Context: an optimization exercise on an open-source flow, tuned for small area. The choices shown serve that exercise and are no tape-out recipe.
Only simulation tests tie the RTL to the original design; equivalence was not proved.
The flow treats the clock pin as an ideal source, which a real chip does not have.
Power figures rest on the tool's default switching activity, not on a simulated workload.

## job 1068
==> flow/design.v (excerpt) <==
module irdata_core (
    input  wire        clk,
    input  wire        rst,           
    input  wire        cmd_valid,
    input  wire [79:0] cmd_word,
    output reg         busy,
    input  wire [7:0]  cap_len,
    output wire [7:0]  cap_addr,
    input  wire [15:0] cap_data,
    output wire        em_valid,
    output wire        em_mark,       
    output reg  [15:0] em_dur,        
    input  wire        em_ready,
    output reg  [2:0]  res_status,
    output reg         res_kind,
    output wire [2:0]  res_ctype,
    output reg  [6:0]  res_bits,
    output reg  [63:0] res_value,
    output wire [7:0]  res_proto
);
Size in the first run: roughly 620 cells after synthesis, about 150 flip-flops.
clock: 10.0 ns
lec_check: 0
cap_margin: 20
core_margin: 2
core_utilization: 40
gpl_timing_driven: 0
slew_margin: 20
standard.sh (not shown) runs the stock make flow with config.mk's settings and CLKGATE_MAP_FILE= SYNTH_SCRIPT=/design/flow/synth_recipe.tcl, a recipe that flattens the netlist after the stock synthesis.
==> flow/flow/run.sh <==
#!/bin/bash
# Layout with ORFS through the standard.sh: the standard synthesis, then
# the standard steps with
#  - buf_1 port buffers,
#  - combinational cells sized down to their smallest drive before the
#    post-placement repair (flow/downsize.tcl),
#  - a clock tree of a clkbuf_8 root and clkbuf_4 leaves without dummy loads,
#    where a leaf whose flip-flops would see a slow clock slew is upsized to
#    clkbuf_8 (flow/clkfix.tcl).
# Each make step writes its own log under orfs/logs/; the make output goes to
# synth.log and layout.log here.
set -euo pipefail
here=$PWD
export PRE_RESIZE_TCL=$here/flow/downsize.tcl
export POST_CTS_TCL=$here/flow/clkfix.tcl
export CLKFIX_LIMIT_PS=118
bash standard.sh synth > synth.log 2>&1
bash standard.sh \
  "BUFFER_PORTS_ARGS=-buffer_cell sky130_fd_sc_hd__buf_1" \
  "CTS_ARGS=-sink_clustering_enable -repair_clock_nets -dont_use_dummy_load -root_buf sky130_fd_sc_hd__clkbuf_8 -buf_list sky130_fd_sc_hd__clkbuf_4" \
  "PRE_RESIZE_TCL=$here/flow/downsize.tcl" \
  "POST_CTS_TCL=$here/flow/clkfix.tcl" \
  finish > layout.log 2>&1
Other scripts of this flow, unchanged in this note and not shown: flow/flow/clkfix.tcl, flow/flow/downsize.tcl
Job 1068 finished every step from synthesis to the final layout, and the layout passed the timing, DRC and antenna checks.
Here is what was changed in the inputs of job 4653 compared with job 1068.
diff --git a/flow/flow/run.sh b/flow/flow/run.sh
--- a/flow/flow/run.sh
+++ b/flow/flow/run.sh
@@ -7,5 +7,7 @@
 #  - a clock tree of a clkbuf_8 root and clkbuf_4 leaves without dummy loads,
 #    where a leaf whose flip-flops would see a slow clock slew is upsized to
-#    clkbuf_8 (flow/clkfix.tcl).
+#    clkbuf_8 (flow/clkfix.tcl),
+#  - the buffers that placement and CTS repair inserted sized down as far as
+#    slew and capacitance limits allow (flow/bufdown.tcl).
 # Each make step writes its own log under orfs/logs/; the make output goes to
 # synth.log and layout.log here.
@@ -13,5 +15,5 @@
 here=$PWD
 export PRE_RESIZE_TCL=$here/flow/downsize.tcl
-export POST_CTS_TCL=$here/flow/clkfix.tcl
+export POST_CTS_TCL=$here/flow/postcts.tcl
 export CLKFIX_LIMIT_PS=118
 bash standard.sh synth > synth.log 2>&1
@@ -20,4 +22,4 @@
   "CTS_ARGS=-sink_clustering_enable -repair_clock_nets -dont_use_dummy_load -root_buf sky130_fd_sc_hd__clkbuf_8 -buf_list sky130_fd_sc_hd__clkbuf_4" \
   "PRE_RESIZE_TCL=$here/flow/downsize.tcl" \
-  "POST_CTS_TCL=$here/flow/clkfix.tcl" \
+  "POST_CTS_TCL=$here/flow/postcts.tcl" \
   finish > layout.log 2>&1
==> flow/flow/bufdown.tcl (new file) <==
set_max_transition 1.0 [current_design]
estimate_parasitics -placement
set base_slew [sta::max_slew_violation_count]
set base_cap [sta::max_capacitance_violation_count]
set saved 0.0
foreach inst [[ord::get_db_block] getInsts] {
  set m [[$inst getMaster] getName]
  if {![regexp {^sky130_fd_sc_hd__buf_([0-9]+)$} $m -> drive]} { continue }
  if {$drive == 1} { continue }
  set cell [get_cells [$inst getName]]
  set orig_area [get_property [get_lib_cells $m] area]
  foreach d {2 4 6 8 12} {
    if {$d >= $drive} { break }
    replace_cell $cell sky130_fd_sc_hd__buf_$d
    estimate_parasitics -placement
    if {[sta::max_slew_violation_count] <= $base_slew && [sta::max_capacitance_violation_count] <= $base_cap} {
      set saved [expr {$saved + $orig_area - [get_property [get_lib_cells sky130_fd_sc_hd__buf_$d] area]}]
      puts "bufdown: [$inst getName] $m -> buf_$d"
      set m ""
      break
    }
  }
  if {$m ne ""} { replace_cell $cell $m }
}
set_max_transition 1.5 [current_design]
estimate_parasitics -placement
puts "bufdown: saved [format %.1f $saved] um2"
detailed_placement
estimate_parasitics -placement
==> flow/flow/postcts.tcl (new file) <==
# After CTS: upsize slow clock leaves, then size repair buffers down.
set here [file dirname [info script]]
source $here/clkfix.tcl
source $here/bufdown.tcl
diff --git a/flow/config.mk b/flow/config.mk
--- a/flow/config.mk
+++ b/flow/config.mk
@@ -8,5 +8,4 @@
 export CAP_MARGIN = 20
 export CORE_MARGIN = 2
-export CORE_UTILIZATION = 40
-export GPL_TIMING_DRIVEN = 0
+export CORE_UTILIZATION = 65
 export SLEW_MARGIN = 20
==> comparison <==
- Job 4653 completed every stage of the flow, and the final layout passed the timing, DRC and antenna checks.
- Full die area (job 1068 / job 4653): 1.6
- Compared with job 1068, job 4653 improves total detailed-routing wirelength.
- Relative to job 1068, routed wire length per instance decreased by 4.0% in job 4653.
- Going from job 1068 to job 4653, the sequential share of layout area was found to have gone up by 2.3 points.
- Share of synthesized registers carrying an async set or reset came out exactly the same in job 1068 and job 4653.
- Per the comparison of job 4653 with job 1068, global-route total usage across every layer now sits higher, minimum setup slack in the final design shows an increase of 0.20 ns.
Here is what was changed in the inputs of job 249 compared with job 4653.
==> flow/flow/run.sh <==
#!/bin/bash
# Layout with ORFS through the standard.sh: the standard synthesis, then
# the standard steps with
#  - buf_1 port buffers,
#  - combinational cells sized down to their smallest drive before the
#    post-placement repair (flow/downsize.tcl),
#  - a clock tree of a clkbuf_8 root and clkbuf_4 leaves without dummy loads,
#    where a leaf whose flip-flops would see a slow clock slew is upsized to
#    clkbuf_8 (flow/clkfix.tcl).
# Each make step writes its own log under orfs/logs/; the make output goes to
# synth.log and layout.log here.
set -euo pipefail
here=$PWD
export PRE_RESIZE_TCL=$here/flow/downsize.tcl
export POST_CTS_TCL=$here/flow/clkfix.tcl
export CLKFIX_LIMIT_PS=118
bash standard.sh synth > synth.log 2>&1
bash standard.sh \
  "BUFFER_PORTS_ARGS=-buffer_cell sky130_fd_sc_hd__buf_1" \
  "CTS_ARGS=-sink_clustering_enable -repair_clock_nets -dont_use_dummy_load -root_buf sky130_fd_sc_hd__clkbuf_8 -buf_list sky130_fd_sc_hd__clkbuf_4" \
  "PRE_RESIZE_TCL=$here/flow/downsize.tcl" \
  "POST_CTS_TCL=$here/flow/clkfix.tcl" \
  finish > layout.log 2>&1
diff --git a/flow/config.mk b/flow/config.mk
--- a/flow/config.mk
+++ b/flow/config.mk
@@ -8,4 +8,4 @@
 export CAP_MARGIN = 20
 export CORE_MARGIN = 2
-export CORE_UTILIZATION = 65
+export CORE_UTILIZATION = 40
 export SLEW_MARGIN = 20
removed: flow/flow/bufdown.tcl
removed: flow/flow/postcts.tcl
Results
- Taking job 4653 as the reference, in job 249 final worst setup slack has increased, routed wire length has increased.
- Delta (job 249 minus job 4653): post-layout total power now larger, highest fanout seen on the critical path climbed 5.
- Between job 4653 and job 249, the clock distribution area overhead in the final layout does not differ in any meaningful way.
- Summary of job 249 over job 4653: worst slew slack as a fraction of its limit moved up; time the final worst path needs with I/O delays and setup down 0.22 ns.
## Diff of input files: job 9946 against job 249
diff --git a/flow/flow/run.sh b/flow/flow/run.sh
--- a/flow/flow/run.sh
+++ b/flow/flow/run.sh
@@ -7,5 +7,7 @@
 #  - a clock tree of a clkbuf_8 root and clkbuf_4 leaves without dummy loads,
 #    where a leaf whose flip-flops would see a slow clock slew is upsized to
-#    clkbuf_8 (flow/clkfix.tcl).
+#    clkbuf_8 (flow/clkfix.tcl),
+#  - the buffers that placement and CTS repair inserted sized down as far as
+#    slew and capacitance limits allow (flow/bufdown.tcl).
 # Each make step writes its own log under orfs/logs/; the make output goes to
 # synth.log and layout.log here.
@@ -13,5 +15,5 @@
 here=$PWD
 export PRE_RESIZE_TCL=$here/flow/downsize.tcl
-export POST_CTS_TCL=$here/flow/clkfix.tcl
+export POST_CTS_TCL=$here/flow/postcts.tcl
 export CLKFIX_LIMIT_PS=118
 bash standard.sh synth > synth.log 2>&1
@@ -20,4 +22,4 @@
   "CTS_ARGS=-sink_clustering_enable -repair_clock_nets -dont_use_dummy_load -root_buf sky130_fd_sc_hd__clkbuf_8 -buf_list sky130_fd_sc_hd__clkbuf_4" \
   "PRE_RESIZE_TCL=$here/flow/downsize.tcl" \
-  "POST_CTS_TCL=$here/flow/clkfix.tcl" \
+  "POST_CTS_TCL=$here/flow/postcts.tcl" \
   finish > layout.log 2>&1
==> flow/flow/bufdown.tcl (new file) <==
set_max_transition 1.2 [current_design]
estimate_parasitics -placement
set base_slew [sta::max_slew_violation_count]
set base_cap [sta::max_capacitance_violation_count]
set saved 0.0
foreach inst [[ord::get_db_block] getInsts] {
  set m [[$inst getMaster] getName]
  if {![regexp {^sky130_fd_sc_hd__buf_([0-9]+)$} $m -> drive]} { continue }
  if {$drive == 1} { continue }
  set cell [get_cells [$inst getName]]
  set orig_area [get_property [get_lib_cells $m] area]
  foreach d {1 2 4 6 8 12} {
    if {$d >= $drive} { break }
    replace_cell $cell sky130_fd_sc_hd__buf_$d
    estimate_parasitics -placement
    if {[sta::max_slew_violation_count] <= $base_slew && [sta::max_capacitance_violation_count] <= $base_cap} {
      set saved [expr {$saved + $orig_area - [get_property [get_lib_cells sky130_fd_sc_hd__buf_$d] area]}]
      puts "bufdown: [$inst getName] $m -> buf_$d"
      set m ""
      break
    }
  }
  if {$m ne ""} { replace_cell $cell $m }
}
set_max_transition 1.5 [current_design]
estimate_parasitics -placement
puts "bufdown: saved [format %.1f $saved] um2"
detailed_placement
estimate_parasitics -placement
==> flow/flow/postcts.tcl (new file) <==
# After CTS: upsize slow clock leaves, then size repair buffers down.
set here [file dirname [info script]]
source $here/clkfix.tcl
source $here/bufdown.tcl
Both conditions hold for job 9946: the flow ran to the end and the final layout passed the timing, DRC and antenna checks.
On met2 layer usage reported by global route, job 9946 tracks job 249 almost exactly.
Between job 249 and job 9946, the difference in global-route usage is negligible.
Diff job 9946..job 249 | clock input transition at the sequential cells of the worst setup and hold paths | negligible
As far as post-route cell area is concerned, job 9946 and job 249 perform about the same.
Job 9946: setup slack of the critical path after layout lower than job 249
Changes observed in job 9946 relative to job 249: wire length barely changed, synthesis-to-finish area growth now smaller, count of vias placed by the detailed router has remained practically unchanged.
Total clock network power of job 9946 is on par with job 249.
Leakage power total essentially unchanged between job 249 and job 9946.
Setup changes, job 9946 to job 2018
diff --git a/flow/flow/bufdown.tcl b/flow/flow/bufdown.tcl
--- a/flow/flow/bufdown.tcl
+++ b/flow/flow/bufdown.tcl
@@ -1,3 +1,3 @@
-set_max_transition 1.2 [current_design]
+set_max_transition 1.0 [current_design]
 estimate_parasitics -placement
 set base_slew [sta::max_slew_violation_count]
@@ -10,5 +10,5 @@
   set cell [get_cells [$inst getName]]
   set orig_area [get_property [get_lib_cells $m] area]
-  foreach d {1 2 4 6 8 12} {
+  foreach d {2 4 6 8 12} {
     if {$d >= $drive} { break }
     replace_cell $cell sky130_fd_sc_hd__buf_$d
diff --git a/flow/config.mk b/flow/config.mk
--- a/flow/config.mk
+++ b/flow/config.mk
@@ -8,4 +8,4 @@
 export CAP_MARGIN = 20
 export CORE_MARGIN = 2
-export CORE_UTILIZATION = 40
+export CORE_UTILIZATION = 75
 export SLEW_MARGIN = 20
==> run notes <==
Relative to job 9946, the detailed placer's ending HPWL measured on job 2018 has decreased by more than 10%.
Job 2018 vs. job 9946: routed length on met3 now sits higher, total leakage power now sits lower.
Wire length (lower): job 2018
## Diff of input files: job 7661 against job 2018
diff --git a/flow/config.mk b/flow/config.mk
--- a/flow/config.mk
+++ b/flow/config.mk
@@ -8,4 +8,4 @@
 export CAP_MARGIN = 20
 export CORE_MARGIN = 2
-export CORE_UTILIZATION = 75
+export CORE_UTILIZATION = 40
 export SLEW_MARGIN = 20
==> run notes <==
Higher all-layer global routing usage goes to job 2018 over job 7661.
When the final numbers for job 2018 and job 7661 were put side by side, the register-to-register slack turned out to be smaller in job 7661.
Taking job 2018 as the reference, in job 7661 share of the yosys chip area belonging to registers flat; global-route track usage on met2 -23 points; share of the cycle needed by the critical path after routing decreased by 0.91 points relative to the old numbers; max-slew headroom at the worst pin rose 0.67 points.

static timing again, ports no longer ideal:
No port has a modelled driver above. Below, the same layouts with a new extraction and two added sets of constraints.
Step 1: set_driving_cell puts a clkbuf_16 on clk and a buf_2 on each other input, an assumption about the parent block.
Step 2 times the ports against the registers' clock, not the clock port: input delays grow and output delays shrink by t, the midpoint of the rising clock arrivals with the driver on.
Three values: ideal ports, drivers, drivers and shift; two values: the first two.
run | t (ns) | slack for setup (ns) | worst register clock-pin slew, ns | worst slew at a driven data input, ns | cell pins on the clock port's net
job 1068 | 0.451 | 4.539 / 4.504 / 4.955 | 0.11 / 0.11 | 0.07 | 1
job 4653 | 0.436 | 4.735 / 4.701 / 5.097 | 0.10 / 0.10 | 0.05 | 1
job 249 | 0.446 | 4.957 / 4.922 / 5.368 | 0.11 / 0.11 | 0.07 | 1
job 9946 | 0.443 | 4.730 / 4.695 / 5.097 | 0.11 / 0.11 | 0.07 | 1
job 2018 | 0.436 | 4.627 / 4.593 / 5.030 | 0.11 / 0.11 | 0.07 | 1
job 7661 | 0.446 | 4.718 / 4.682 / 5.075 | 0.11 / 0.11 | 0.07 | 1
After both steps every run listed still meets setup and hold.
